This is an optimization exercise on Yosys and OpenROAD, whose aim is small area, a short achievable clock period and few clock cycles per item, not a production implementation.
Where RTL was checked, it was by simulation tests only, not by an equivalence proof against the original.
For runs 2 to 5, only the layout was checked, not whether the RTL still works.
No activity file was given, so power comes from the tool's default toggle rates.

--- design/flow/run.sh ---
#!/bin/bash
# synth_recipe.tcl (not shown) runs the flow's synth.tcl, then flattens the netlist and writes it again
# the make line also repeats each setting of config.mk as NAME=value (left out here)
make -C /OpenROAD-flow-scripts/flow DESIGN_CONFIG=/design/flow/config.mk WORK_HOME=/design/flow/orfs CLKGATE_MAP_FILE= SYNTH_SCRIPT=/design/flow/synth_recipe.tcl finish
--- design/flow/config.mk ---
export PLATFORM = sky130hd
export DESIGN_NAME = freq_counter
export DESIGN_NICKNAME = freq_counter
export VERILOG_FILES = /design/flow/design.v
export SDC_FILE = /design/flow/constraint.sdc
export NUM_CORES = 8
export LEC_CHECK = 0
export CAP_MARGIN = 20
export CORE_MARGIN = 2
export CORE_UTILIZATION = 30
export PLACE_DENSITY = 0.35
export SLEW_MARGIN = 20
--- design/flow/constraint.sdc ---
create_clock -name core_clock -period 8.0 [get_ports {clk}]
set_input_delay 1.6000 -clock core_clock [delete_from_list [all_inputs] [get_ports {clk}]]
set_output_delay 1.6000 -clock core_clock [all_outputs]
set_load 0.01 [all_outputs]
--- design/flow/design.v ---
module freq_counter (
    input  wire        clk,
    input  wire        rst,           
    input  wire        cmd_valid,
    output wire        cmd_ready,
    input  wire [7:0]  cmd_opc,
    input  wire [7:0]  cmd_sym,
    input  wire        in_valid,
    output wire        in_ready,
    input  wire [31:0] in_data,       
    input  wire [2:0]  in_nbytes,     
    input  wire        in_last,       
    input  wire        in_err,        
    output reg         done,
    output reg  [3:0]  err,
    output reg  [15:0] result,
    output reg         freq_valid
);
    localparam [7:0] OPC_NOP   = 8'h00;
    localparam [7:0] OPC_CLEAR = 8'h30;
    localparam [7:0] OPC_COUNT = 8'h31;
    localparam [7:0] OPC_READ  = 8'h32;
    localparam [7:0] OPC_TOTAL = 8'h33;
    localparam [3:0] ERR_NONE     = 4'd0;
    localparam [3:0] ERR_IO       = 4'd1;
    localparam [3:0] ERR_ILLEGAL  = 4'd4;
    localparam [3:0] ERR_OVERFLOW = 4'd7;
    localparam S_IDLE  = 1'b0;
    localparam S_COUNT = 1'b1;
    reg        state;
    wire [16*256-1:0] freq;    
    reg [15:0] total;           
    reg [16:0] accepted;        
    reg [31:0] buf_data;
    reg [2:0]  buf_n;
    reg        ending;          
    reg [3:0]  end_err;
    wire cmd_fire = cmd_valid && cmd_ready;
    wire in_fire  = in_valid && in_ready;
    assign cmd_ready = (state == S_IDLE);
    assign in_ready  = (state == S_COUNT) && !ending && (buf_n <= 3'd1);
    wire        counting  = (state == S_COUNT) && (buf_n != 3'd0);
    wire [7:0]  cur_byte  = buf_data[7:0];
    wire [16:0] acc_next  = accepted + {14'd0, in_nbytes};
    wire        finishing = (state == S_COUNT) && ending && (buf_n == 3'd0);
    wire legal = (cmd_opc == OPC_READ) ||
                 (cmd_sym == 8'd0 && (cmd_opc == OPC_NOP   || cmd_opc == OPC_CLEAR ||
                                      cmd_opc == OPC_COUNT || cmd_opc == OPC_TOTAL));
    wire start_clear = cmd_fire && legal && (cmd_opc == OPC_CLEAR || cmd_opc == OPC_COUNT);
    wire fail_clear  = finishing && (end_err != ERR_NONE);
    wire [15:0] cur_count = freq[16*cur_byte +: 16];
    wire [15:0] cur_next  = cur_count + 16'd1;
    wire [15:0] rd_count  = freq[16*cmd_sym +: 16];
    wire        clear_all = rst || start_clear || fail_clear;
    genvar g;
    generate
        for (g = 0; g < 256; g = g + 1) begin : bin
            reg [15:0] count;
            always @(posedge clk) begin
                if (clear_all)
                    count <= 16'd0;
                else if (counting && cur_byte == g)
                    count <= cur_next;
            end
            assign freq[16*g +: 16] = count;
        end
    endgenerate
    always @(posedge clk) begin
        if (rst) begin
            state      <= S_IDLE;
            total      <= 16'd0;
            accepted   <= 17'd0;
            buf_data   <= 32'd0;
            buf_n      <= 3'd0;
            ending     <= 1'b0;
            end_err    <= ERR_NONE;
            done       <= 1'b0;
            err        <= ERR_NONE;
            result     <= 16'd0;
            freq_valid <= 1'b0;
        end else begin
            done <= 1'b0;
            if (cmd_fire) begin
                done   <= 1'b1;
                err    <= ERR_NONE;
                result <= 16'd0;
                if (!legal) begin
                    err <= ERR_ILLEGAL;
                end else begin
                    case (cmd_opc)
                        OPC_CLEAR: begin
                            total      <= 16'd0;
                            freq_valid <= 1'b0;
                        end
                        OPC_COUNT: begin
                            done       <= 1'b0;
                            state      <= S_COUNT;
                            total      <= 16'd0;
                            freq_valid <= 1'b0;
                            accepted   <= 17'd0;
                            buf_n      <= 3'd0;
                            ending     <= 1'b0;
                            end_err    <= ERR_NONE;
                        end
                        OPC_READ:  result <= rd_count;
                        OPC_TOTAL: result <= total;
                        default: ;
                    endcase
                end
            end
            if (state == S_COUNT) begin
                if (counting) begin
                    buf_data <= {8'd0, buf_data[31:8]};
                    buf_n    <= buf_n - 3'd1;
                end
                if (in_fire) begin
                    if (in_err) begin
                        ending  <= 1'b1;
                        end_err <= ERR_IO;
                    end else if (acc_next > 17'd65535) begin
                        ending  <= 1'b1;
                        end_err <= ERR_OVERFLOW;
                    end else begin
                        buf_data <= in_data;
                        buf_n    <= in_nbytes;
                        accepted <= acc_next;
                        ending   <= in_last;
                    end
                end
                if (finishing) begin
                    state  <= S_IDLE;
                    done   <= 1'b1;
                    err    <= end_err;
                    if (end_err == ERR_NONE) begin
                        result     <= accepted[15:0];
                        total      <= accepted[15:0];
                        freq_valid <= 1'b1;
                    end else begin
                        result     <= 16'd0;
                        total      <= 16'd0;
                        freq_valid <= 1'b0;
                    end
                end
            end
        end
    end
endmodule
==> results of run 1 <==
worst paths after layout:
path	startpoint	to	slack, ns	cells past startpoint
setup / recovery	buf_data[0]	bin[225].count[10]	0.84	16
hold / removal	freq_valid	freq_valid	0.45	1
setup reg to reg	buf_data[0]	bin[225].count[10]	0.84	16
hold reg to reg	freq_valid	freq_valid	0.45	1
logic make-up after synthesis:
family,count (synthesis),share of synthesized area
flip-flops,4192,0.401
XOR/XNOR,16,0.000742
multiplexers,2656,0.240
AO/OA/AOI/OAI,5953,0.159
buffers and inverters,2374,0.0497
adder cells (fa/ha/maj),8,0.000515
AND/OR/NAND/NOR,7715,0.149
per-layer routing:
layer	track usage	vias to the layer above	share of wire
met5	0	-	0.00036
met4	0.182	62	0.062
met3	0.0754	2118	0.089
met2	0.526	10300	0.43
met1	0.476	102000	0.42
li1	-	82100	-
state kept, by name, indices dropped and copies added (netlist names):
register,count
accepted,17
bin.count,4096
buf_data,32
buf_n,3
done,1
end_err,4
ending,1
err,4
freq_valid,1
result,16
state,1
total,16
power groups by stage:
stage,sequential (µW),clock [µW],combinational [µW]
6_report,20900,25700,2060
5_1_grt,20900,26700,2070
4_1_cts,20900,26000,2010
3_5_place_dp,21300,0,2010
3_3_place_gp,21300,0,2010
2_1_floorplan,21300,0,977
final cells by class:
class / instances / area share
repair buffers: 1256 / 0.0528
clock buffers: 845 / 0.0684
inverters: 25 / 0.000603
clock inverters: 133 / 0.00630
flip-flops and latches: 4192 / 0.346
well taps: 9240 / 0.0476
multi-input cells: 16300 / 0.477
diodes: 105 / 0.00108
cell usage in the layout, fill, tap and decap left out, types with 21 or more instances in the layout:
cell and n:
buf_12 246, o211ai_1 22, dfxtp_1 4184, a221oi_1 45
clkinv_2 70, a22oi_1 261, a311oi_1 37, nand2_1 4576
nand4_1 36, diode_2 105, nor2_4 21, clkdlybuf4s50_1 71
clkbuf_1 145, clkbuf_16 570, nand3_1 1167, nor2_1 1615
a21oi_1 2856, a211oi_1 293, mux4_2 1884, o21ai_0 1875
o221ai_1 192, and3_1 31, nor4_1 21, mux2i_1 757
clkbuf_8 132, a22o_1 40, nor2_2 37, a31oi_1 76
o22ai_1 100, buf_4 921, nor3_1 62
metrics by stage:
stage               area, µm²  setup WS, ns  hold slack [ns]
finish                 243000         0.838            0.451
global route           243000         0.915            0.476
CTS                    242000          1.15            0.458
detailed placement     224000          1.15            0.444
global placement       224000         0.868            0.439
floorplan              209000          2.84            0.426
==> reports/metrics.yaml, run 1 <==
fmax_mhz: 140
drv_slew: 0
cts_resized: 0
root_buffer: "clkbuf_16"
p_sw_uw: 12400
yosys_warnings: 1
yosys.area.top_type_share: 0.401
min_period_over_period: 0.895
drive_gt1_frac: 0.181
ys_ff_latch: 4192
numPlacedInstances: 31100
nets: 22400
synth_ff_type: "dfxtp_1"
fin_cells: 32100
cts_tree: "built"
overflow: 0
regArea_mm2: 0.0840
power_uw: 48600
p_int_uw: 36300
finalSetupViolCount: 0
seq_power_share: 0.429
drcViolationCount: 0
path_cells: "buf_12 > buf_12 > mux4_2 > mux2i_1 > o32ai_1 > a211o_1 > nor4_1 > buf_4 > and4b_1 > nor4_1 > nor4b_1 > xnor2_2 > buf_12 > buf_4 > nand2_1 > a21oi_1"
worstMarginPinSlew_ns: 1.40
synth_top_area_cell: "dfxtp_1"
post_cts_buffers: 0
path_buf_inv: 5
clk_pin_slew_ns: 0.06
syn2layout_area_growth_pct: 16.1
via_per_inst: 6.11
critPathLaunchType: "register"
postLayoutCoreUtil: 0.350
period_needed_ns: 7.16
via_count: 196000
cp.arrival_ns: 8.19
drt_iter0_drc: 26600
grt_max_degree: 217
clk_path_buf_depth: 4
path_delay_family: "buffers and inverters"
drt.antenna.violating_nets: 0
synthMostInstantiatedCell: "nand2_1"
hold_violations: 0
synth_common_cells: "nand2_1, dfxtp_1, a21oi_1, mux4_2, o21ai_0"
synth_edf_count: 0
rows: 306
status: "timing/DRC/antenna clean"
start_util: 0.301
path_max_fanout: 39
power.leakage_uw: 0.0789
grt.total_usage: 0.351
path_common_cell: "buf_12"
clkPwrFrac: 0.528
die_y_um: 839
crit_required_ns: 9.02
end_kind: "register"
htreeDepth: 6
max_slew_margin: 0.0674
ioPinCount: 81
multi_input_area_mm2: 0.116
p_comb_frac: 0.042
grt_pass1_wl_um: 1710000
powerDensity_mw_per_mm2: 200
fillers: 71000
clk-insertion-delay-late_ns: 1.17
cts.sink_count: 4192
ys_seq_area_frac: 0.401
core_area_mm2: 0.695
crit_path_top_delay_cell: "dfxtp_4"
critPathMaxStageDelay_ns: 1.02
rsz0062_at_grt: "no"
cts_buffers: 552
gp_congestion: 0.966
skew_ns: 0.0927
yosys.cell_types.count: 85
fp.dieW_um: 839
hp-class: "reg2reg"
max-cap-violations: 0
dieArea_mm2: 0.704
vdd_drop_max_v: 0.000255
swShare: 0.254
drtPass1Iterations: 6
antenna_found_initial: 180
wl_per_cell_um: 39.9
grt_pass1_vias: 180000
synth_area_leaders: "dfxtp_1, mux4_2, nand2_1"
place_hpwl_um: 882000
syn_area_mm2: 0.209
fin_tns_setup_ns: 0
syn_nets: 23000
synthCells: 22900
io_buffer_count: 80
synthArstFlopShare: 0
cts_hold_buffers: 0
routed_wl_um: 1280000
critPathKind: "reg2reg"
avgSynthCellArea_um2: 9.12
Testbench counts, summed over its fixed seeds: cycles 75,331, bytes 62,843.
==> run 2, diff against run 1 <==
==> design/flow/design.v (replaced) <==
module freq_counter (
    input  wire        clk,
    input  wire        rst,           
    input  wire        cmd_valid,
    output wire        cmd_ready,
    input  wire [7:0]  cmd_opc,
    input  wire [7:0]  cmd_sym,
    input  wire        in_valid,
    output wire        in_ready,
    input  wire [31:0] in_data,       
    input  wire [2:0]  in_nbytes,     
    input  wire        in_last,       
    input  wire        in_err,        
    output reg         done,
    output reg  [3:0]  err,
    output reg  [15:0] result,
    output reg         freq_valid
);
    localparam [7:0] OPC_NOP   = 8'h00;
    localparam [7:0] OPC_CLEAR = 8'h30;
    localparam [7:0] OPC_COUNT = 8'h31;
    localparam [7:0] OPC_READ  = 8'h32;
    localparam [7:0] OPC_TOTAL = 8'h33;
    localparam [3:0] ERR_NONE     = 4'd0;
    localparam [3:0] ERR_IO       = 4'd1;
    localparam [3:0] ERR_ILLEGAL  = 4'd4;
    localparam [3:0] ERR_OVERFLOW = 4'd7;
    localparam NR = 32;    
    localparam S  = 8;     
    localparam LW = 5;     
    localparam HW = 11;    
    reg  [2:0]  t;             
    reg  [3:0]  clr_cnt;       
    reg         streaming;     
    reg         ending;        
    reg  [3:0]  end_err;
    reg  [16:0] acc;           
    reg  [15:0] total;
    reg         in_ready_q;
    reg         cmd_ready_q;
    reg         slot_v;
    reg         slot_ill, slot_clear, slot_count, slot_read, slot_total;
    reg  [7:0]  slot_sym;
    reg  [3:0]  lv;            
    reg  [4:0]  lg [0:3];      
    reg  [2:0]  lp [0:3];      
    assign cmd_ready = cmd_ready_q;
    assign in_ready  = in_ready_q;
    wire cmd_fire = cmd_valid && cmd_ready_q;
    wire in_fire  = in_valid && in_ready_q;
    wire        c_read  = (cmd_opc == OPC_READ);
    wire        c_zsym  = (cmd_sym == 8'd0);
    wire        c_clear = c_zsym && (cmd_opc == OPC_CLEAR);
    wire        c_count = c_zsym && (cmd_opc == OPC_COUNT);
    wire        c_total = c_zsym && (cmd_opc == OPC_TOTAL);
    wire        c_nop   = c_zsym && (cmd_opc == OPC_NOP);
    wire        c_ill   = !(c_read || c_clear || c_count || c_total || c_nop);
    wire [16:0] acc_next = acc + {14'd0, in_nbytes};
    wire        ovf_in   = acc_next[16];
    wire        beat_ok  = in_fire && !in_err && !ovf_in;
    wire        end_now  = in_fire && (in_err || ovf_in || in_last);
    wire [HW-1:0]   tap_hi   [0:NR-1];
    wire            tap_pend [0:NR-1];
    wire [LW-1:0]   tap_low  [0:NR-1];
    wire            clearing = (clr_cnt != 4'd0);
    genvar g, j, l;
    generate
        for (g = 0; g < NR; g = g + 1) begin : ring
            reg  [S*LW-1:0] low;      
            reg  [S-1:0]    pend;
            reg  [S*HW-1:0] hi;
            wire [3:0]      hit   [0:S-1];
            wire [2:0]      delta [0:S-1];
            wire [LW:0]     sum   [0:S-1];
            for (j = 0; j < S; j = j + 1) begin : pos
                for (l = 0; l < 4; l = l + 1) begin : lane
                    assign hit[j][l] = lv[l] && (lg[l] == g) && (lp[l] == j);
                end
                assign delta[j] = {2'd0, hit[j][0]} + {2'd0, hit[j][1]} +
                                  {2'd0, hit[j][2]} + {2'd0, hit[j][3]};
                if (j < S - 1) begin : mid
                    assign sum[j] = {pend[j], low[j*LW +: LW]} + {{(LW-2){1'b0}}, delta[j]};
                end else begin : head
                    assign sum[j] = {1'b0, low[j*LW +: LW]} + {{(LW-2){1'b0}}, delta[j]};
                end
            end
            wire [HW-1:0] head_hi = hi[(S-1)*HW +: HW] + {{(HW-1){1'b0}}, pend[S-1]};
            integer m;
            always @(posedge clk) begin
                for (m = 1; m < S; m = m + 1) begin
                    low[m*LW +: LW] <= sum[m-1][LW-1:0];
                    pend[m]         <= sum[m-1][LW];
                    hi[m*HW +: HW]  <= hi[(m-1)*HW +: HW];
                end
                if (clearing) begin
                    low[0 +: LW] <= {LW{1'b0}};
                    pend[0]      <= 1'b0;
                    hi[0 +: HW]  <= {HW{1'b0}};
                end else begin
                    low[0 +: LW] <= sum[S-1][LW-1:0];
                    pend[0]      <= sum[S-1][LW];
                    hi[0 +: HW]  <= head_hi;
                end
            end
            assign tap_hi[g]   = hi[0 +: HW];
            assign tap_pend[g] = pend[0];
            assign tap_low[g]  = low[0 +: LW];
        end
    endgenerate
    wire aligned = (slot_sym[2:0] == t);
    wire idle    = !streaming && !ending && !clearing;
    wire exec    = slot_v && idle && (!slot_read || aligned);
    wire [HW-1:0] rd_hi  = tap_hi[slot_sym[7:3]] + {{(HW-1){1'b0}}, tap_pend[slot_sym[7:3]]};
    wire [15:0]   rd_val = {rd_hi, tap_low[slot_sym[7:3]]};
    wire fail = ending && (end_err != ERR_NONE);
    wire       streaming_n = rst ? 1'b0 : (streaming ? !end_now : (exec && slot_count));
    wire       busy_n      = !rst && (streaming || (exec && slot_count));
    wire [3:0] clr_cnt_n   = rst ? S[3:0] :
                             ((exec && (slot_count || slot_clear)) || fail) ? S[3:0] :
                             clearing ? clr_cnt - 4'd1 : 4'd0;
    wire [2:0] t_n         = rst ? 3'd0 : t + 3'd1;
    wire       slot_v_n    = !rst && (cmd_fire || (slot_v && !exec));
    wire       slot_read_n = cmd_fire ? c_read : slot_read;
    wire [2:0] slot_sym_n  = cmd_fire ? cmd_sym[2:0] : slot_sym[2:0];
    wire       exec_n      = slot_v_n && !busy_n && (clr_cnt_n == 4'd0) &&
                             (!slot_read_n || (slot_sym_n == t_n));
    always @(posedge clk) begin
        t           <= t_n;
        clr_cnt     <= clr_cnt_n;
        streaming   <= streaming_n;
        slot_v      <= slot_v_n;
        cmd_ready_q <= !slot_v_n || exec_n;
        in_ready_q  <= streaming_n && (clr_cnt_n <= 4'd1) && !end_now;
        if (cmd_fire) begin
            slot_ill   <= c_ill;
            slot_clear <= c_clear;
            slot_count <= c_count;
            slot_read  <= c_read;
            slot_total <= c_total;
            slot_sym   <= cmd_sym;
        end
    end
    integer k;
    always @(posedge clk) begin
        for (k = 0; k < 4; k = k + 1) begin
            lv[k] <= !rst && beat_ok && (in_nbytes > k);
            lg[k] <= in_data[8*k+3 +: 5];
            lp[k] <= t + 3'd1 - in_data[8*k +: 3];
        end
    end
    always @(posedge clk) begin
        if (rst) begin
            ending     <= 1'b0;
            end_err    <= ERR_NONE;
            acc        <= 17'd0;
            total      <= 16'd0;
            done       <= 1'b0;
            err        <= ERR_NONE;
            result     <= 16'd0;
            freq_valid <= 1'b0;
        end else begin
            done   <= 1'b0;
            ending <= end_now;
            if (end_now)
                end_err <= in_err ? ERR_IO : ovf_in ? ERR_OVERFLOW : ERR_NONE;
            if (beat_ok)
                acc <= acc_next;
            if (ending) begin
                done <= 1'b1;
                err  <= end_err;
                if (end_err == ERR_NONE) begin
                    result     <= acc[15:0];
                    total      <= acc[15:0];
                    freq_valid <= 1'b1;
                end else begin
                    result     <= 16'd0;
                    total      <= 16'd0;
                    freq_valid <= 1'b0;
                end
            end
            if (exec) begin
                done   <= !slot_count;
                err    <= slot_ill ? ERR_ILLEGAL : ERR_NONE;
                result <= 16'd0;
                if (!slot_ill) begin
                    if (slot_clear || slot_count) begin
                        total      <= 16'd0;
                        freq_valid <= 1'b0;
                    end
                    if (slot_count)
                        acc <= 17'd0;
                    if (slot_read)
                        result <= rd_val;
                    if (slot_total)
                        result <= total;
                end
            end
        end
    end
endmodule
==> run 2 against run 1 <==
  * First-iteration DRC count is 81% lower
  * Non-clock buffer count is 1063 lower
  * Power is 2.1% lower
  * Combinational power is 9% higher
  * Register-to-register slack better by 2.0 ns
  * Sequential cell count is 277 higher
  * Still clean on timing, DRC and antenna
  * Synthesized area is 30% lower
==> reports/metrics.yaml, run 2 <==
status: "timing/DRC/antenna clean"  # unchanged
end_kind: "register"  # unchanged
clk_pin_slew_ns: 0.06  # about the same
drt.antenna.violating_nets: 0  # unchanged
routed_wl_um: 511000  # was 1280000 µm
grt_max_degree: 139  # was 217
place_hpwl_um: 366000  # was 882000 µm
nets: 13900  # was 22400
fin_tns_setup_ns: 0  # unchanged
power.leakage_uw: 0.0708  # was 0.0789 µW
fin_ws_ns: 2.79  # was 0.838 ns
via_count: 85500  # was 196000
mostFrequentLayoutCells: "dfxtp_1, nor2_1, inv_1"  # was nand2_1, dfxtp_1, a21oi_1
largest_register_ffs: 2816  # was 4096
syn_nets: 13500  # was 23000
cts_tree: "built"  # unchanged
max_slew_margin: 0.198  # was 0.0674
synthCells: 12400  # was 22900
synthMostInstantiatedCell: "dfxtp_1"  # was nand2_1
cts.sink_count: 4469  # was 4192
drt_iter0_drc: 5084  # was 26600
path_max_fanout: 30  # was 39
io_buffer_count: 79  # was 80
critPathLaunchType: "register"  # unchanged
rsz0062_at_grt: "no"  # unchanged
synth_top_area_cell: "dfxtp_1"  # unchanged
overflow: 0  # unchanged
drtPass1Iterations: 6  # unchanged
fp.dieW_um: 703  # was 839 µm
drive_gt1_frac: 0.0746  # was 0.181
vdd_drop_max_v: 0.000221  # was 0.000255 V
ys_ff_latch: 4469  # was 4192
synth_area_leaders: "dfxtp_1, fa_1, nor2_1"  # was dfxtp_1, mux4_2, nand2_1
max-cap-violations: 0  # unchanged
crit_required_ns: 8.92  # was 9.02 ns
cts_hold_buffers: 0  # unchanged
root_buffer: "clkbuf_16"  # unchanged
dieArea_mm2: 0.494  # was 0.704 mm²
start_util: 0.301  # about the same
finalSetupViolCount: 0  # unchanged
syn2layout_area_growth_pct: 17.5  # was 16.1%
yosys_warnings: 3  # was 1
cp.arrival_ns: 6.12  # was 8.19 ns
cts_buffers: 477  # was 552
numPlacedInstances: 18700  # was 31100
period_needed_ns: 5.21  # was 7.16 ns
grt.total_usage: 0.206  # was 0.351
drcViolationCount: 0  # unchanged
post_cts_buffers: 0  # unchanged
synth_ff_type: "dfxtp_1"  # unchanged
skew_ns: 0.0709  # was 0.0927 ns
top_regs: "ring.hi: 2816 flops, ring.low: 1280 flops, ring.pend: 256 flops"  # was bin.count: 4096 flops, buf_data: 32 flops, accepted: 17 flops
ys_seq_area_frac: 0.612  # was 0.401
htreeDepth: 5  # was 6
yosys.cell_types.count: 89  # was 85
cts_resized: 0  # unchanged
antenna_found_initial: 43  # was 180
fmax_mhz: 192  # was 140 MHz
hp-class: "reg2reg"  # unchanged
core_area_mm2: 0.486  # was 0.695 mm²
synth_edf_count: 12  # was 0
fillers: 47600  # was 71000
powerDensity_mw_per_mm2: 277  # was 200 mW/mm²
postLayoutCoreUtil: 0.354  # was 0.350
grt_pass1_wl_um: 710000  # was 1710000 µm
synth_common_cells: "dfxtp_1, nor2_1, inv_1, fa_1, xor2_1"  # was nand2_1, dfxtp_1, a21oi_1, mux4_2, o21ai_0
yosys.area.top_type_share: 0.609  # was 0.401
clk_path_buf_depth: 4  # unchanged
ioPinCount: 81  # unchanged
worstMarginPinSlew_ns: 1.20  # was 1.40 ns
largest-register: "ring.hi"  # was bin.count
clk-insertion-delay-late_ns: 1.06  # was 1.17 ns
avgSynthCellArea_um2: 11.8  # was 9.12 µm²
wl_per_cell_um: 26.0  # was 39.9 µm
min_period_over_period: 0.651  # was 0.895
grt_pass1_vias: 89200  # was 180000
hold_slack_ns: 0.264  # was 0.451 ns
via_per_inst: 4.35  # was 6.11
gp_congestion: 0.849  # was 0.966
synthArstFlopShare: 0  # unchanged
rows: 256  # was 306
critPathKind: "reg2reg"  # unchanged
die_y_um: 703  # was 839 µm
syn_area_mm2: 0.146  # was 0.209 mm²
drv_slew: 0  # unchanged
preCtsSetupSlack_ns: 2.78  # was 1.15 ns
hold_violations: 0  # unchanged
mostFrequentLayoutCell: "dfxtp_1"  # was nand2_1
fin_cells: 19600  # was 32100
==> run 2: changes by cell type in the layout (fill, tap and decap cells not counted), moves of 624 or more <==
| cell | delta |
|---|---|
| inv_1 | +1041 |
| mux2i_1 | -739 |
| o21ai_0 | -1830 |
| a21oi_1 | -2667 |
| fa_1 | +772 |
| nand2_1 | -3933 |
| xnor2_1 | +624 |
| buf_4 | -816 |
| xor2_1 | +668 |
| mux4_2 | -1884 |
| nand3_1 | -995 |
==> run 2: worst paths after layout <==
check             cells after the start            start  slack, ns              end
setup / recovery                     15      slot_sym[6]       2.79       result[15]
hold / removal                        0  ring[18].hi[19]       0.26  ring[18].hi[30]
hold reg to reg                       0  ring[18].hi[19]       0.26  ring[18].hi[30]
setup reg to reg                     15      slot_sym[6]       2.79       result[15]
==> run 2: cell type report <==
type,count,area [µm²],area share
multi-input combinational,6580,52100,0.303
clock inverter,162,2410,0.0140
clock buffer,711,14100,0.0820
antenna,23,57.6,0.000335
sequential,4469,89600,0.521
inverter,1054,3960,0.0230
timing repair buffer,193,1730,0.0101
tap,6450,8070,0.0469
==> run 2: cell families after synthesis <==
kind of cell / count (synthesis) / synth area share
multiplexers: 23 / 0.00162
buffers and inverters: 1323 / 0.0349
adder cells (fa/ha/maj): 1104 / 0.134
AND/OR/NAND/NOR: 3478 / 0.108
AO/OA/AOI/OAI: 679 / 0.0320
other: 1 / 0.0000256
flip-flops: 4469 / 0.612
XOR/XNOR: 1295 / 0.0775
==> run 2: through the flow <==
| step | total power, µW | instance area (µm²) |
|---|---|---|
| 2_1_floorplan | 23500 | 146000 |
| 3_3_place_gp | 25200 | 155000 |
| 3_5_place_dp | 25200 | 155000 |
| 4_1_cts | 48400 | 172000 |
| 5_1_grt | 49200 | 172000 |
| 6_report | 47600 | 172000 |
==> run 2: critical path, stage by stage (launching register included) <==
cell      delay, ns
edfxtp_1       0.79
buf_4          0.44
nand3b_2       0.38
nor2_2         0.88
a22oi_1        0.26
nand2_1        0.12
nor3_1         0.07
a31oi_1        0.33
ha_1           0.47
ha_1           0.23
inv_1          0.07
a211oi_2       0.22
and4bb_4       0.31
nand4_1        0.12
xor2_1         0.27
o22ai_1        0.12
==> run 2: routing by layer <==
layer  part of all wire  track usage  vias to the layer above
li1                   -            -                    39800
met1               0.42        0.254                    43100
met2               0.50        0.365                     1826
met3              0.041       0.0290                      794
met4              0.041       0.0765                        2
met5           0.000018            0                        -
==> run 2: power breakdown <==
group | internal [µW] | switching [µW]
Sequential | 22300 | 74.0
Combinational | 247 | 2010
Clock | 13700 | 9280
Total | 36200 | 11400
==> run 3, diff against run 2 <==
--- a/design/flow/design.v
+++ b/design/flow/design.v
@@ -32,9 +32,7 @@
     reg  [2:0]  t;             
     reg  [3:0]  clr_cnt;       
     reg         streaming;     
-    reg         ending;        
-    reg  [3:0]  end_err;
-    reg  [16:0] acc;           
+    reg  [15:0] acc;           
     reg  [15:0] total;
     reg         in_ready_q;
     reg         cmd_ready_q;
@@ -44,6 +42,10 @@
     reg  [3:0]  lv;            
     reg  [4:0]  lg [0:3];      
     reg  [2:0]  lp [0:3];      
+    reg         bq_v;          
+    reg  [2:0]  bq_n;
+    reg         bq_last, bq_err;
+    reg         settle;        
     assign cmd_ready = cmd_ready_q;
     assign in_ready  = in_ready_q;
     wire cmd_fire = cmd_valid && cmd_ready_q;
@@ -55,12 +57,13 @@
     wire        c_total = c_zsym && (cmd_opc == OPC_TOTAL);
     wire        c_nop   = c_zsym && (cmd_opc == OPC_NOP);
     wire        c_ill   = !(c_read || c_clear || c_count || c_total || c_nop);
-    wire [16:0] acc_next = acc + {14'd0, in_nbytes};
-    wire        ovf_in   = acc_next[16];
-    wire        beat_ok  = in_fire && !in_err && !ovf_in;
-    wire        end_now  = in_fire && (in_err || ovf_in || in_last);
+    wire        near     = &acc[15:3];
+    wire [16:0] acc_sum  = {1'b0, acc} + {14'd0, bq_n};
+    wire        bq_cnt   = bq_v && !bq_err;
+    wire        bq_ovf   = bq_cnt && acc_sum[16];
+    wire        bq_end   = bq_v && (bq_err || bq_last || acc_sum[16]);
+    wire        fail     = bq_v && (bq_err || acc_sum[16]);
     wire [HW-1:0]   tap_hi   [0:NR-1];
-    wire            tap_pend [0:NR-1];
     wire [LW-1:0]   tap_low  [0:NR-1];
     wire            clearing = (clr_cnt != 4'd0);
     genvar g, j, l;
@@ -70,18 +73,31 @@
             reg  [S-1:0]    pend;
             reg  [S*HW-1:0] hi;
             wire [3:0]      hit   [0:S-1];
-            wire [2:0]      delta [0:S-1];
             wire [LW:0]     sum   [0:S-1];
             for (j = 0; j < S; j = j + 1) begin : pos
                 for (l = 0; l < 4; l = l + 1) begin : lane
                     assign hit[j][l] = lv[l] && (lg[l] == g) && (lp[l] == j);
                 end
-                assign delta[j] = {2'd0, hit[j][0]} + {2'd0, hit[j][1]} +
-                                  {2'd0, hit[j][2]} + {2'd0, hit[j][3]};
+                wire [LW:0] v;
                 if (j < S - 1) begin : mid
-                    assign sum[j] = {pend[j], low[j*LW +: LW]} + {{(LW-2){1'b0}}, delta[j]};
+                    assign v = {pend[j], low[j*LW +: LW]};
                 end else begin : head
-                    assign sum[j] = {1'b0, low[j*LW +: LW]} + {{(LW-2){1'b0}}, delta[j]};
+                    assign v = {1'b0, low[j*LW +: LW]};
+                end
+                wire [3:0] h  = hit[j];
+                wire       sa = h[0] ^ h[1] ^ h[2];
+                wire       ca = (h[0] & h[1]) | (h[0] & h[2]) | (h[1] & h[2]);
+                wire       cb = (v[0] & h[3]) | (v[0] & sa) | (h[3] & sa);
+                wire [LW:0] cy;
+                assign sum[j][0] = v[0] ^ h[3] ^ sa;
+                assign sum[j][1] = v[1] ^ ca ^ cb;
+                assign cy[2]     = (v[1] & ca) | (v[1] & cb) | (ca & cb);
+                genvar q;
+                for (q = 2; q <= LW; q = q + 1) begin : rip
+                    assign sum[j][q] = v[q] ^ cy[q];
+                    if (q < LW) begin : c
+                        assign cy[q+1] = v[q] & cy[q];
+                    end
                 end
             end
             wire [HW-1:0] head_hi = hi[(S-1)*HW +: HW] + {{(HW-1){1'b0}}, pend[S-1]};
@@ -103,18 +119,16 @@
                 end
             end
             assign tap_hi[g]   = hi[0 +: HW];
-            assign tap_pend[g] = pend[0];
             assign tap_low[g]  = low[0 +: LW];
         end
     endgenerate
     wire aligned = (slot_sym[2:0] == t);
-    wire idle    = !streaming && !ending && !clearing;
+    wire idle    = !streaming && !bq_v && !settle && !clearing;
     wire exec    = slot_v && idle && (!slot_read || aligned);
-    wire [HW-1:0] rd_hi  = tap_hi[slot_sym[7:3]] + {{(HW-1){1'b0}}, tap_pend[slot_sym[7:3]]};
-    wire [15:0]   rd_val = {rd_hi, tap_low[slot_sym[7:3]]};
-    wire fail = ending && (end_err != ERR_NONE);
-    wire       streaming_n = rst ? 1'b0 : (streaming ? !end_now : (exec && slot_count));
-    wire       busy_n      = !rst && (streaming || (exec && slot_count));
+    wire [15:0] rd_val = {tap_hi[slot_sym[7:3]], tap_low[slot_sym[7:3]]};
+    wire       streaming_n = !rst && (streaming ? !(in_fire && (in_last || in_err)) && !bq_end
+                                                : (exec && slot_count));
+    wire       busy_n      = !rst && (streaming || bq_v || (exec && slot_count));
     wire [3:0] clr_cnt_n   = rst ? S[3:0] :
                              ((exec && (slot_count || slot_clear)) || fail) ? S[3:0] :
                              clearing ? clr_cnt - 4'd1 : 4'd0;
@@ -130,7 +144,7 @@
         streaming   <= streaming_n;
         slot_v      <= slot_v_n;
         cmd_ready_q <= !slot_v_n || exec_n;
-        in_ready_q  <= streaming_n && (clr_cnt_n <= 4'd1) && !end_now;
+        in_ready_q  <= streaming_n && (clr_cnt_n <= 4'd1) && !(in_fire && near);
         if (cmd_fire) begin
             slot_ill   <= c_ill;
             slot_clear <= c_clear;
@@ -142,35 +156,35 @@
     end
     integer k;
     always @(posedge clk) begin
+        bq_v    <= !rst && in_fire;
+        bq_n    <= in_nbytes;
+        bq_last <= in_last;
+        bq_err  <= in_err;
+        settle  <= !rst && bq_v;
         for (k = 0; k < 4; k = k + 1) begin
-            lv[k] <= !rst && beat_ok && (in_nbytes > k);
+            lv[k] <= !rst && in_fire && !in_err && (in_nbytes > k);
             lg[k] <= in_data[8*k+3 +: 5];
             lp[k] <= t + 3'd1 - in_data[8*k +: 3];
         end
     end
     always @(posedge clk) begin
         if (rst) begin
-            ending     <= 1'b0;
-            end_err    <= ERR_NONE;
-            acc        <= 17'd0;
+            acc        <= 16'd0;
             total      <= 16'd0;
             done       <= 1'b0;
             err        <= ERR_NONE;
             result     <= 16'd0;
             freq_valid <= 1'b0;
         end else begin
-            done   <= 1'b0;
-            ending <= end_now;
-            if (end_now)
-                end_err <= in_err ? ERR_IO : ovf_in ? ERR_OVERFLOW : ERR_NONE;
-            if (beat_ok)
-                acc <= acc_next;
-            if (ending) begin
+            done <= 1'b0;
+            if (bq_cnt)
+                acc <= acc_sum[15:0];
+            if (bq_end) begin
                 done <= 1'b1;
-                err  <= end_err;
-                if (end_err == ERR_NONE) begin
-                    result     <= acc[15:0];
-                    total      <= acc[15:0];
+                err  <= bq_err ? ERR_IO : acc_sum[16] ? ERR_OVERFLOW : ERR_NONE;
+                if (!fail) begin
+                    result     <= acc_sum[15:0];
+                    total      <= acc_sum[15:0];
                     freq_valid <= 1'b1;
                 end else begin
                     result     <= 16'd0;
@@ -188,7 +202,7 @@
                         freq_valid <= 1'b0;
                     end
                     if (slot_count)
-                        acc <= 17'd0;
+                        acc <= 16'd0;
                     if (slot_read)
                         result <= rd_val;
                     if (slot_total)
--- a/design/flow/config.mk
+++ b/design/flow/config.mk
@@ -7,6 +7,7 @@
 export LEC_CHECK = 0
 export CAP_MARGIN = 20
 export CORE_MARGIN = 2
-export CORE_UTILIZATION = 30
-export PLACE_DENSITY = 0.35
+export CORE_UTILIZATION = 55
+export PLACE_DENSITY = 0.65
+export SETUP_SLACK_MARGIN = 4.7
 export SLEW_MARGIN = 20
==> run 3 against run 2 <==
  * Still clean on timing, DRC and antenna
  * Via count shrank 1.0%
  * Sequential power is essentially flat
  * Critical path depth shrank 1
  * Die area shrank 47%
  * Critical path type unchanged
  * Largest cell class unchanged
  * Highest routed layer unchanged
==> reports/metrics.yaml, run 3 <==
largest_register_ffs: 2816  # unchanged
fin_tns_setup_ns: 0  # unchanged
start_util: 0.552  # was 0.301
clk_path_buf_depth: 4  # unchanged
routed_wl_um: 425000  # was 511000 µm
htreeDepth: 5  # unchanged
critPathMaxStageDelay_ns: 0.56  # was 0.88 ns
skew_ns: 0.101  # was 0.0709 ns
overflow: 0  # unchanged
root_buffer: "clkbuf_16"  # unchanged
cts_hold_buffers: 0  # unchanged
drv_slew: 0  # unchanged
fillers: 17300  # was 47600
syn2layout_area_growth_pct: 26.3  # was 17.5%
core_area_mm2: 0.256  # was 0.486 mm²
hp-class: "reg2reg"  # unchanged
drcViolationCount: 0  # unchanged
mostFrequentLayoutCells: "dfxtp_1, inv_1, nor2_1"  # was dfxtp_1, nor2_1, inv_1
end_kind: "register"  # unchanged
synthArstFlopShare: 0  # unchanged
largest-register: "ring.hi"  # unchanged
gp_congestion: 0.979  # was 0.849
grt_pass1_wl_um: 568000  # was 710000 µm
grt_pass1_vias: 83700  # was 89200
vdd_drop_max_v: 0.000213  # was 0.000221 V
cts_buffers: 420  # was 477
postLayoutCoreUtil: 0.697  # was 0.354
powerDensity_mw_per_mm2: 258  # was 277 mW/mm²
grt.total_usage: 0.302  # was 0.206
synthMostInstantiatedCell: "dfxtp_1"  # unchanged
avgSynthCellArea_um2: 12.6  # was 11.8 µm²
synth_area_leaders: "dfxtp_1, fa_1, ha_1"  # was dfxtp_1, fa_1, nor2_1
synth_ff_type: "dfxtp_1"  # unchanged
grt_max_degree: 146  # was 139
numPlacedInstances: 14500  # was 18700
r2r_setup_slack_ns: 4.40  # was 2.79 ns
crit_path_top_delay_cell: "fa_1"  # was nor2_2
place_hpwl_um: 255000  # was 366000 µm
syn_nets: 12900  # was 13500
max-cap-violations: 0  # unchanged
dpl_cell_area_mm2: 0.146  # was 0.155 mm²
via_count: 84600  # was 85500
power.leakage_uw: 0.0762  # was 0.0708 µW
fmax_mhz: 278  # was 192 MHz
min_from: "ring[19].hi[44]"  # was ring[18].hi[19]
min_period_over_period: 0.450  # was 0.651
ys_ff_latch: 4472  # was 4469
finalSetupViolCount: 0  # unchanged
max_slew_margin: 0.217  # was 0.198
nets: 13900  # about the same
clk-insertion-delay-late_ns: 0.97  # was 1.06 ns
yosys_warnings: 3  # unchanged
drtPass1Iterations: 8  # was 6
drive_gt1_frac: 0.275  # was 0.0746
status: "timing/DRC/antenna clean"  # unchanged
fp.dieW_um: 511  # was 703 µm
antenna_found_initial: 33  # was 43
path_delay_family: "adder cells"  # was simple AND/OR/NAND/NOR gates
hold_violations: 0  # unchanged
reg2reg_to: "ring[2].low[4]"  # was result[15]
cts.sink_count: 4472  # was 4469
via_per_inst: 5.30  # was 4.35
period_needed_ns: 3.60  # was 5.21 ns
wl_per_cell_um: 26.6  # was 26.0 µm
fin_cells: 16000  # was 19600
r2r-start: "lg[0][0]"  # was slot_sym[6]
io_buffer_count: 79  # unchanged
min_path_cells: 0  # unchanged
rsz0062_at_grt: "yes"  # was no
die_y_um: 511  # was 703 µm
worstMarginPinSlew_ns: 1.17  # was 1.20 ns
synth_common_cells: "dfxtp_1, inv_1, nand2_1, ha_1, nor2_1"  # was dfxtp_1, nor2_1, inv_1, fa_1, xor2_1
path_max_fanout: 8  # was 30
clk_pin_slew_ns: 0.07  # was 0.06 ns
critPathLaunchType: "register"  # unchanged
crit_required_ns: 8.79  # was 8.92 ns
synthCells: 11200  # was 12400
top_regs: "ring.hi: 2816 flops, ring.low: 1280 flops, ring.pend: 256 flops"  # unchanged
cp.arrival_ns: 4.38  # was 6.12 ns
final_cell_area_mm2: 0.178  # was 0.172 mm²
drt_iter0_drc: 7933  # was 5084
hold_end: "ring[19].hi[55]"  # was ring[18].hi[30]
ys_seq_area_frac: 0.635  # was 0.612
synth_edf_count: 12  # unchanged
yosys.cell_types.count: 81  # was 89
rows: 186  # was 256
path_buf_inv: 4  # was 2
path_cells: "buf_12 > nand2b_4 > nand2b_4 > buf_4 > nor4_1 > fa_1 > inv_1 > fa_1 > fa_1 > inv_1 > ha_1 > ha_1 > ha_1 > and2_1"  # was buf_4 > nand3b_2 > nor2_2 > a22oi_1 > nand2_1 > nor3_1 > a31oi_1 > ha_1 > ha_1 > inv_1 > a211oi_2 > and4bb_4 > nand4_1 > xor2_1 > o22ai_1
critPathKind: "reg2reg"  # unchanged
dieArea_mm2: 0.261  # was 0.494 mm²
ioPinCount: 81  # unchanged
ff2ff_path_depth: 14  # was 15
drt.antenna.violating_nets: 0  # unchanged
mostFrequentLayoutCell: "dfxtp_1"  # unchanged
synth_top_area_cell: "dfxtp_1"  # unchanged
cts_tree: "built"  # unchanged
yosys.area.top_type_share: 0.632  # was 0.609
syn_area_mm2: 0.141  # was 0.146 mm²
-- run 3: cell count changes after synthesis, sizes merged, moves of 79 or more --
cell | before | now
nor2 | 1725 | 813
nor2b | 155 | 27
xnor2 | 627 | 120
a21o | 135 | 5
nand2 | 652 | 875
and3 | 336 | 158
nor3 | 64 | 143
a21oi | 189 | 33
and2 | 11 | 201
inv | 1054 | 1336
nand3b | 128 | 9
ha | 331 | 841
xor2 | 668 | 426
nand4 | 129 | 46
-- run 3: cell type report --
type,count,area (µm²),area share
clock inverter,162,2190,0.0123
multi-input combinational,5146,54500,0.306
clock buffer,600,12200,0.0686
timing repair buffer,842,10300,0.0580
sequential,4472,89700,0.503
antenna,19,47.5,0.000267
inverter,1336,5020,0.0282
tap,3384,4230,0.0237
-- run 3: how the worst max path moves through the flow --
stage	from	end	slack, ns	cells past startpoint
after floorplan	lg[1][0]	ring[2].pend[2]	4.61	16
after global placement	slot_sym[7]	result[14]	2.93	8
after detailed placement	lg[1][1]	ring[2].pend[3]	3.36	14
after CTS	lp[0][1]	ring[5].low[4]	4.57	12
after global routing	lg[0][0]	ring[2].low[4]	4.36	14
final	lg[0][0]	ring[2].low[4]	4.40	14
-- run 3: layer usage --
layer	vias up	global-route usage	wire length [µm]
met1	41700	0.375	160000
met3	1709	0.0847	42300
li1	37000	-	-
met2	4144	0.462	183000
met4	36	0.202	39600
met5	-	0.00420	503
-- run 3: stage by stage --
| step | setup slack, ns | hold slack (ns) | total power, µW |
|---|---|---|---|
| floorplan | 4.61 | 0.310 | 23500 |
| global placement | 2.93 | 0.310 | 24400 |
| detailed placement | 3.36 | 0.312 | 24400 |
| CTS | 4.57 | 0.213 | 45400 |
| global route | 4.36 | 0.236 | 47000 |
| finish | 4.40 | 0.237 | 46000 |
-- run 3: kinds of logic (layout without fill, tap and decap cells) --
logic type      Yosys count  after routing  share of synthesized area
fa+ha+maj              1614           1614                      0.184
flops                  4472           4472                      0.635
buf+inv                1615           2940                     0.0437
other cells               1             20                  0.0000266
xor+xnor                546            546                     0.0339
simple gates           2623           2624                     0.0839
mux                      25             25                    0.00183
compound gates          336            336                     0.0178
-- run 3: what timing repair did --
action / in CTS / in global routing
cloned: 31 / 18
setup endpoints to repair: 1380 / 551
setup buffers: 208 / 386
resized for setup: 881 / 2001
pin swaps: 178 / 584
-- run 3: worst reg2reg max path: stages (launching register included) --
cell	delay, ns
dfxtp_2	0.36
buf_12	0.14
nand2b_4	0.18
nand2b_4	0.36
buf_4	0.20
nor4_1	0.05
fa_1	0.56
inv_1	0.06
fa_1	0.38
fa_1	0.37
inv_1	0.07
ha_1	0.14
ha_1	0.19
ha_1	0.27
and2_1	0.16
-- run 3: report_power, final --
part | switching [µW] | internal [µW] | total, µW
logic | 2090 | 934 | 3020
registers | 92.5 | 22300 | 22400
clock network | 8470 | 12100 | 20500
==> run 4, diff against run 3 <==
--- a/design/flow/design.v
+++ b/design/flow/design.v
@@ -39,9 +39,8 @@
     reg         slot_v;
     reg         slot_ill, slot_clear, slot_count, slot_read, slot_total;
     reg  [7:0]  slot_sym;
-    reg  [3:0]  lv;            
-    reg  [4:0]  lg [0:3];      
-    reg  [2:0]  lp [0:3];      
+    reg  [NR-1:0] lgn [0:3];   
+    reg  [S-1:0]  lpn [0:3];   
     reg         bq_v;          
     reg  [2:0]  bq_n;
     reg         bq_last, bq_err;
@@ -76,7 +75,7 @@
             wire [LW:0]     sum   [0:S-1];
             for (j = 0; j < S; j = j + 1) begin : pos
                 for (l = 0; l < 4; l = l + 1) begin : lane
-                    assign hit[j][l] = lv[l] && (lg[l] == g) && (lp[l] == j);
+                    assign hit[j][l] = !(lgn[l][g] || lpn[l][j]);
                 end
                 wire [LW:0] v;
                 if (j < S - 1) begin : mid
@@ -88,17 +87,15 @@
                 wire       sa = h[0] ^ h[1] ^ h[2];
                 wire       ca = (h[0] & h[1]) | (h[0] & h[2]) | (h[1] & h[2]);
                 wire       cb = (v[0] & h[3]) | (v[0] & sa) | (h[3] & sa);
-                wire [LW:0] cy;
+                wire       cc = (v[1] & ca) | (v[1] & cb) | (ca & cb);
                 assign sum[j][0] = v[0] ^ h[3] ^ sa;
                 assign sum[j][1] = v[1] ^ ca ^ cb;
-                assign cy[2]     = (v[1] & ca) | (v[1] & cb) | (ca & cb);
-                genvar q;
-                for (q = 2; q <= LW; q = q + 1) begin : rip
-                    assign sum[j][q] = v[q] ^ cy[q];
-                    if (q < LW) begin : c
-                        assign cy[q+1] = v[q] & cy[q];
-                    end
-                end
+                wire       p23  = v[2] & v[3];
+                wire       p234 = p23 & v[4];
+                assign sum[j][2] = v[2] ^ cc;
+                assign sum[j][3] = v[3] ^ (cc & v[2]);
+                assign sum[j][4] = v[4] ^ (cc & p23);
+                assign sum[j][5] = v[5] ^ (cc & p234);
             end
             wire [HW-1:0] head_hi = hi[(S-1)*HW +: HW] + {{(HW-1){1'b0}}, pend[S-1]};
             integer m;
@@ -162,9 +159,9 @@
         bq_err  <= in_err;
         settle  <= !rst && bq_v;
         for (k = 0; k < 4; k = k + 1) begin
-            lv[k] <= !rst && in_fire && !in_err && (in_nbytes > k);
-            lg[k] <= in_data[8*k+3 +: 5];
-            lp[k] <= t + 3'd1 - in_data[8*k +: 3];
+            lgn[k] <= (!rst && in_fire && !in_err && (in_nbytes > k)) ?
+                      ~(32'd1 << in_data[8*k+3 +: 5]) : ~32'd0;
+            lpn[k] <= ~(8'd1 << (t + 3'd1 - in_data[8*k +: 3]));
         end
     end
     always @(posedge clk) begin
==> run 4 against run 3 <==
  * Still clean on timing, DRC and antenna
  * Cell count fell by 0.87%
  * Critical path type unchanged
  * First-iteration DRC count down 27%
  * Clock skew decreased by 0.032 ns
  * Maximum frequency grew 9.0%
  * Global-route usage fell by 0.96 points
  * Worst setup slack better by 0.30 ns
  * Combinational power is 43% lower
  * Largest cell class unchanged
  * Non-clock buffer count fell by 688
  * Sequential share of layout area grew 6.1 points
  * Count of clock-buffer cells in the layout down 5
  * Critical path depth fell by 4
==> reports/metrics.yaml, run 4 <==
status: "timing/DRC/antenna clean"  # unchanged
clk-insertion-delay-late_ns: 0.98  # was 0.97 ns
die_y_um: 515  # was 511 µm
wl_per_cell_um: 24.4  # was 26.6 µm
synthMostInstantiatedCell: "dfxtp_1"  # unchanged
fp.dieW_um: 515  # was 511 µm
final_cell_area_mm2: 0.163  # was 0.178 mm²
grt_pass1_vias: 83700  # about the same
synthCells: 11800  # was 11200
skew_ns: 0.0689  # was 0.101 ns
cts_buffers: 429  # was 420
path_common_cell: "fa_1"
hold_end: "ring[26].hi[77]"  # was ring[19].hi[55]
place_hpwl_um: 263000  # was 255000 µm
drive_gt1_frac: 0.0718  # was 0.275
nets: 13200  # was 13900
reg2reg_to: "ring[3].pend[1]"  # was ring[2].low[4]
clk_pin_slew_ns: 0.06  # was 0.07 ns
min_path_cells: 0  # unchanged
start_util: 0.553  # was 0.552
synth_top_area_cell: "dfxtp_1"  # unchanged
fillers: 19900  # was 17300
gp_congestion: 0.914  # was 0.979
yosys.area.top_type_share: 0.639  # was 0.632
path_cells: "buf_6 > nor2_1 > fa_1 > fa_1 > inv_1 > fa_1 > inv_1 > and3_1 > nand2_1 > xnor2_1"  # was buf_12 > nand2b_4 > nand2b_4 > buf_4 > nor4_1 > fa_1 > inv_1 > fa_1 > fa_1 > inv_1 > ha_1 > ha_1 > ha_1 > and2_1
drtPass1Iterations: 6  # was 8
hold_violations: 0  # unchanged
vdd_drop_max_v: 0.000259  # was 0.000213 V
syn_area_mm2: 0.144  # was 0.141 mm²
cts_hold_buffers: 0  # unchanged
cts.sink_count: 4596  # was 4472
via_per_inst: 5.09  # was 5.30
largest-register: "ring.hi"  # unchanged
yosys_warnings: 3  # unchanged
ys_ff_latch: 4596  # was 4472
min_from: "ring[26].hi[66]"  # was ring[19].hi[44]
hp-class: "reg2reg"  # unchanged
synth_ff_type: "dfxtp_1"  # unchanged
synthArstFlopShare: 0  # unchanged
ys_seq_area_frac: 0.642  # was 0.635
r2r-start: "lpn[2][0]"  # was lg[0][0]
via_count: 80600  # was 84600
critPathMaxStageDelay_ns: 0.59  # was 0.56 ns
cts_tree: "built"  # unchanged
critPathKind: "reg2reg"  # unchanged
end_kind: "register"  # unchanged
cp.arrival_ns: 4.07  # was 4.38 ns
powerDensity_mw_per_mm2: 281  # was 258 mW/mm²
power.leakage_uw: 0.0720  # was 0.0762 µW
synth_common_cells: "dfxtp_1, nor2_1, inv_1, fa_1, xor2_1"  # was dfxtp_1, inv_1, nand2_1, ha_1, nor2_1
preCtsSetupSlack_ns: 3.44  # was 3.36 ns
htreeDepth: 5  # unchanged
worstMarginPinSlew_ns: 1.15  # was 1.17 ns
drt_iter0_drc: 5813  # was 7933
avgSynthCellArea_um2: 12.1  # was 12.6 µm²
min_period_over_period: 0.413  # was 0.450
mostFrequentLayoutCells: "dfxtp_1, nor2_1, inv_1"  # was dfxtp_1, inv_1, nor2_1
overflow: 0  # unchanged
drcViolationCount: 0  # unchanged
max-cap-violations: 0  # unchanged
clk_path_buf_depth: 4  # unchanged
root_buffer: "clkbuf_16"  # unchanged
path_max_fanout: 32  # was 8
drv_slew: 0  # unchanged
r2r_setup_slack_ns: 4.70  # was 4.40 ns
top_regs: "ring.hi: 2816 flops, ring.low: 1280 flops, ring.pend: 256 flops"  # unchanged
ioPinCount: 81  # unchanged
syn_nets: 13000  # was 12900
path_buf_inv: 3  # was 4
fin_ws_ns: 4.70  # was 4.40 ns
rows: 187  # was 186
grt_pass1_wl_um: 556000  # was 568000 µm
fmax_mhz: 303  # was 278 MHz
finalSetupViolCount: 0  # unchanged
dpl_cell_area_mm2: 0.148  # was 0.146 mm²
drt.antenna.violating_nets: 0  # unchanged
grt_max_degree: 169  # was 146
fin_tns_setup_ns: 0  # unchanged
path_delay_family: "adder cells"  # unchanged
yosys.cell_types.count: 72  # was 81
max_slew_margin: 0.236  # was 0.217
hold_slack_ns: 0.270  # was 0.237 ns
ff2ff_path_depth: 10  # was 14
grt.total_usage: 0.293  # was 0.302
rsz0062_at_grt: "yes"  # unchanged
syn2layout_area_growth_pct: 13.7  # was 26.3%
synth_area_leaders: "dfxtp_1, fa_1, nor2_1"  # was dfxtp_1, fa_1, ha_1
mostFrequentLayoutCell: "dfxtp_1"  # unchanged
antenna_found_initial: 26  # was 33
crit_required_ns: 8.77  # was 8.79 ns
core_area_mm2: 0.259  # was 0.256 mm²
synth_edf_count: 12  # unchanged
critPathLaunchType: "register"  # unchanged
io_buffer_count: 79  # unchanged
largest_register_ffs: 2816  # unchanged
period_needed_ns: 3.30  # was 3.60 ns
routed_wl_um: 387000  # was 425000 µm
dieArea_mm2: 0.265  # was 0.261 mm²
crit_path_top_delay_cell: "fa_1"  # unchanged
[run 4: per-stage QoR]
step | cells | total power [µW] | util
4_1_cts | 15800 | 46100 | 0.629
3_5_place_dp | 15000 | 25100 | 0.570
2_1_floorplan | 11800 | 24100 | -
6_report | 15800 | 45900 | 0.629
3_3_place_gp | 15000 | 25100 | 0.569
5_1_grt | 15800 | 47100 | 0.629
[run 4: cell type report]
cell class / instances / area, µm² / share of cell area
Antenna cell: 16 / 40.0 / 0.000245
Clock buffer: 595 / 12500 / 0.0765
Clock inverter: 195 / 2500 / 0.0153
Inverter: 1294 / 4860 / 0.0298
Multi-Input combinational cell: 5570 / 45400 / 0.278
Sequential cell: 4596 / 92100 / 0.564
Tap cell: 3402 / 4260 / 0.0261
Timing Repair Buffer: 154 / 1540 / 0.00940
[run 4: worst register-to-register path, stage by stage, from the launching register on]
cell and delay [ns]:
dfxtp_1 0.34, buf_6 0.58, nor2_1 0.21, fa_1 0.59, fa_1 0.17, inv_1 0.05
fa_1 0.40, inv_1 0.10, and3_1 0.20, nand2_1 0.08, xnor2_1 0.44
[run 4: how the worst max path moves through the flow]
| stage | startpoint | end | cells past startpoint |
|---|---|---|---|
| 3_5_place_dp | rst | lgn[2][2] | 7 |
| 5_1_grt | slot_sym[7] | result[12] | 9 |
| 3_3_place_gp | rst | lgn[2][4] | 7 |
| 4_1_cts | slot_sym[5] | result[12] | 9 |
| 6_report | lpn[2][0] | ring[3].pend[1] | 10 |
| 2_1_floorplan | rst | lgn[2][0] | 6 |
[run 4: cells by family after synthesis]
group,synth area share
buffers and inverters,0.0442
adder cells (fa/ha/maj),0.136
XOR/XNOR,0.0653
AO/OA/AOI/OAI,0.0179
AND/OR/NAND/NOR,0.0929
multiplexers,0.00142
other,0.0000261
flip-flops,0.642
[run 4: power by group]
| group | switching (µW) | internal (µW) |
|---|---|---|
| Clock | 8720 | 12500 |
| Combinational | 1520 | 186 |
| Sequential | 26.8 | 22900 |
[run 4: layer usage]
layer,global-route usage,vias up,part of all wire
li1,-,36700,-
met1,0.358,40300,0.40
met2,0.484,2660,0.47
met3,0.0613,914,0.068
met4,0.162,18,0.063
met5,0,-,0.00029
[run 4: what timing repair did]
item                       CTS  global route
buffers inserted             0             2
gates resized for setup     96            16
setup endpoints to repair   78            22
pin swaps                    2             3
==> run 5, diff against run 4 <==
--- a/design/flow/config.mk
+++ b/design/flow/config.mk
@@ -8,6 +8,8 @@
 export CAP_MARGIN = 20
 export CORE_MARGIN = 2
 export CORE_UTILIZATION = 55
+export CTS_CLUSTER_DIAMETER = 100
+export CTS_CLUSTER_SIZE = 30
 export PLACE_DENSITY = 0.65
 export SETUP_SLACK_MARGIN = 4.7
 export SLEW_MARGIN = 20
==> run 5 against run 4 <==
  * Global-route usage shrank 0.66 points
  * Clock skew decreased by 0.014 ns
  * Utilization fell by 3.7 points
  * Count of clock-buffer cells in the layout decreased by 405
  * Power down 22%
  * Cell area is 6.0% lower
  * Largest power group unchanged
==> reports/metrics.yaml, run 5 <==
grt.total_usage: 0.286  # was 0.293
syn_area_mm2: 0.144  # unchanged
r2r-start: "slot_sym[7]"  # was lpn[2][0]
swShare: 0.237  # was 0.224
antenna_found_initial: 28  # was 26
synth.mux.area_fraction: 0.00142  # unchanged
drive_gt1_frac: 0.0324  # was 0.0718
hold_violations: 0  # unchanged
cp.arrival_ns: 4.15  # was 4.07 ns
synth_top_family_by_area: "adder cells"  # unchanged
cts_tree: "built"  # unchanged
met3_length_um: 24400  # was 26200 µm
yosys.cell_types.count: 72  # unchanged
fp.dieW_um: 515  # unchanged
clk-insertion-delay-late_ns: 0.91  # was 0.98 ns
synthMostInstantiatedCell: "dfxtp_1"  # unchanged
numPlacedInstances: 15000  # unchanged
max_slew_margin: 0.248  # was 0.236
finalSetupViolCount: 0  # unchanged
syn2layout_area_growth_pct: 6.96  # was 13.7%
p_int_uw: 27500  # was 35600 µW
clk_path_buf_depth: 3  # was 4
die_y_um: 515  # unchanged
min_from: "ring[2].hi[12]"  # was ring[26].hi[66]
syn_nets: 13000  # unchanged
power.leakage_uw: 0.0672  # was 0.0720 µW
seq_power_share: 0.637  # was 0.500
critPathKind: "reg2reg"  # unchanged
clkPwrFrac: 0.315  # was 0.463
worstMarginPinSlew_ns: 1.13  # was 1.15 ns
grt_pass1_wl_um: 542000  # was 556000 µm
fmax_mhz: 299  # was 303 MHz
p_comb_frac: 0.047  # was 0.037
period_needed_ns: 3.34  # was 3.30 ns
root_buffer: "clkbuf_16"  # unchanged
cts_hold_buffers: 0  # unchanged
yosys.area_share.simple: 0.0929  # unchanged
synthArstFlopShare: 0  # unchanged
max-cap-violations: 0  # unchanged
cts.sink_count: 4596  # unchanged
rows: 187  # unchanged
drv_slew: 0  # unchanged
mostFrequentLayoutCells: "dfxtp_1, nor2_1, inv_1"  # unchanged
clk_pin_slew_ns: 0.11  # was 0.06 ns
ys_seq_area_frac: 0.642  # unchanged
critPathLaunchType: "register"  # unchanged
multi_input_area_mm2: 0.0454  # about the same
wl_per_cell_um: 24.8  # was 24.4 µm
drt-met1-wl_um: 152000  # was 153000 µm
vdd_drop_max_v: 0.000260  # was 0.000259 V
drtPass1Iterations: 6  # unchanged
grt_pass1_vias: 80400  # was 83700
ioPinCount: 81  # unchanged
synth_top_area_cell: "dfxtp_1"  # unchanged
htreeDepth: 4  # was 5
synthAdderAreaFrac: 0.136  # unchanged
ys_ff_latch: 4596  # unchanged
fin_tns_setup_ns: 0  # unchanged
drcViolationCount: 0  # unchanged
synth_xor_area_frac: 0.0653  # unchanged
drt_iter0_drc: 6026  # was 5813
fillers: 21000  # was 19900
gp_congestion: 0.914  # unchanged
synth_ff_type: "dfxtp_1"  # unchanged
synth_area_leaders: "dfxtp_1, fa_1, nor2_1"  # unchanged
min_period_over_period: 0.418  # was 0.413
end_kind: "register"  # unchanged
top_regs: "ring.hi: 2816 flops, ring.low: 1280 flops, ring.pend: 256 flops"  # unchanged
io_buffer_count: 79  # unchanged
postLayoutCoreUtil: 0.592  # was 0.629
skew_ns: 0.0552  # was 0.0689 ns
hp-class: "reg2reg"  # unchanged
grt_max_degree: 169  # unchanged
overflow: 0  # unchanged
core_area_mm2: 0.259  # unchanged
synth_common_cells: "dfxtp_1, nor2_1, inv_1, fa_1, xor2_1"  # unchanged
largest-register: "ring.hi"  # unchanged
drt.antenna.violating_nets: 0  # unchanged
crit_start: "slot_sym[7]"  # was lpn[2][0]
dieArea_mm2: 0.265  # unchanged
via_count: 78200  # was 80600
yosys.area.top_type_share: 0.639  # unchanged
wl_met2_um: 178000  # was 183000 µm
largest_register_ffs: 2816  # unchanged
status: "timing/DRC/antenna clean"  # unchanged
p_sw_uw: 8540  # was 10300 µW
place_hpwl_um: 263000  # unchanged
mostFrequentLayoutCell: "dfxtp_1"  # unchanged
routed_wl_um: 378000  # was 387000 µm
synth_edf_count: 12  # unchanged
synth-compound-area-share: 0.0179  # unchanged
synthCells: 11800  # unchanged
powerDensity_mw_per_mm2: 235  # was 281 mW/mm²
cts_buffers: 179  # was 429
nets: 13000  # was 13200
yosys_warnings: 3  # unchanged
regArea_mm2: 0.0922  # was 0.0921 mm²
start_util: 0.553  # unchanged
via_per_inst: 5.12  # was 5.09
path_max_fanout: 41  # was 32
fin_cells: 15300  # was 15800
rsz0062_at_grt: "yes"  # unchanged
crit_required_ns: 8.81  # was 8.77 ns
avgSynthCellArea_um2: 12.1  # unchanged
dr.max_layer_used: "met5"  # unchanged
-- run 5: cell count changes in the layout (fill, tap and decap cells not counted), moves of 6 or more --
| cell | before | now |
|---|---|---|
| clkinv_2 | 95 | 3 |
| clkbuf_8 | 88 | 1 |
| dfxtp_4 | 0 | 6 |
| clkbuf_16 | 442 | 180 |
| clkbuf_1 | 67 | 9 |
| clkinvlp_4 | 21 | 4 |
| bufinv_16 | 49 | 3 |
| dlygate4sd2_1 | 9 | 23 |
| clkinv_16 | 3 | 12 |
| clkdlybuf4s15_1 | 10 | 0 |
| inv_6 | 13 | 4 |
-- run 5: timing repair --
| action | CTS | global route |
|---|---|---|
| pin swaps | 2 | 1 |
| setup endpoints to repair | 89 | 24 |
| setup buffers | 1 | 1 |
| gates resized for setup | 79 | 13 |
-- run 5: worst paths after layout --
path                          to  slack, ns  cells past startpoint
setup / recovery      result[10]       4.66                      8
setup reg to reg      result[10]       4.66                      8
hold reg to reg   ring[2].hi[23]       0.29                      0
hold / removal    ring[2].hi[23]       0.29                      0
-- run 5: cells by family after synthesis --
group	Yosys count
AND/OR/NAND/NOR	3022
adder cells (fa/ha/maj)	1102
buffers and inverters	1663
other	1
AO/OA/AOI/OAI	355
multiplexers	20
XOR/XNOR	1070
flip-flops	4596
-- run 5: worst max-delay path, stage by stage (launching register included) --
cell	delay (ns)
edfxtp_1	0.35
buf_6	0.37
or2_4	0.34
nor2_2	0.24
a22oi_1	0.54
nand2_1	0.19
nor3_1	0.63
a21oi_1	0.28
a211o_1	0.31
-- run 5: per-layer routing --
metal | vias up | GRT usage
li1 | 35800 | -
met4 | 22 | 0.140
met3 | 783 | 0.0536
met1 | 39200 | 0.358
met5 | - | 0
met2 | 2354 | 0.477
-- run 5: layout make-up --
class / count / area share
sequential: 4596 / 0.600
multi-input combinational: 5570 / 0.296
tap: 3402 / 0.0277
antenna: 12 / 0.000196
timing repair buffer: 154 / 0.00984
clock buffer: 190 / 0.0296
inverter: 1294 / 0.0316
clock inverter: 43 / 0.00511
-- run 5: metrics by stage --
stage | power (µW) | setup slack [ns] | hold WS (ns) | cell area, µm²
after floorplan | 24100 | 4.94 | 0.310 | 144000
after detailed placement | 25100 | 3.44 | 0.312 | 148000
after global placement | 25100 | 3.37 | 0.310 | 148000
final | 36000 | 4.66 | 0.288 | 154000
after global routing | 37000 | 4.62 | 0.280 | 154000
after CTS | 36200 | 4.59 | 0.280 | 153000
-- run 5: power by group through the flow --
| stage | sequential (µW) | combinational (µW) | clock [µW] |
|---|---|---|---|
| after floorplan | 23500 | 616 | 0 |
| final | 22900 | 1700 | 11400 |
| after CTS | 22900 | 1650 | 11600 |
| after global routing | 23000 | 1680 | 12400 |
| after global placement | 23500 | 1620 | 0 |
| after detailed placement | 23500 | 1640 | 0 |

==> static timing again, ports no longer ideal <==
The results above use ideal ports. As a check the final layouts listed here were re-extracted and re-timed, cells and wires unchanged. Step 1: set_driving_cell puts a clkbuf_16 on clk and a buf_2 on each other input, an assumption about the parent block. Step 2 moves the port delays by t, midway between the first and last clock arrival at a register: inputs arrive t later, outputs are due t later. That takes back most of the time a late clock gives input paths. Three values: ideal ports, drivers, drivers and shift; two values: the first two.
| run | t, ns | slack for setup (ns) | slew at the worst register clock pin (ns) |
|---|---|---|---|
| run 1 | 1.278 | 0.838 / 0.838 / 0.838 | 0.08 / 0.08 |
| run 2 | 1.142 | 2.794 / 2.794 / 2.794 | 0.07 / 0.07 |
| run 3 | 1.011 | 4.402 / 4.402 / 3.957 | 0.07 / 0.07 |
| run 4 | 1.034 | 4.699 / 4.666 / 4.044 | 0.07 / 0.07 |
| run 5 | 0.983 | 4.658 / 4.658 / 4.033 | 0.12 / 0.12 |
After both steps setup and hold are still met in every run listed. For run 4, which loses most, drivers alone change the setup slack by -0.033 ns; drivers and shift together by -0.655 ns.
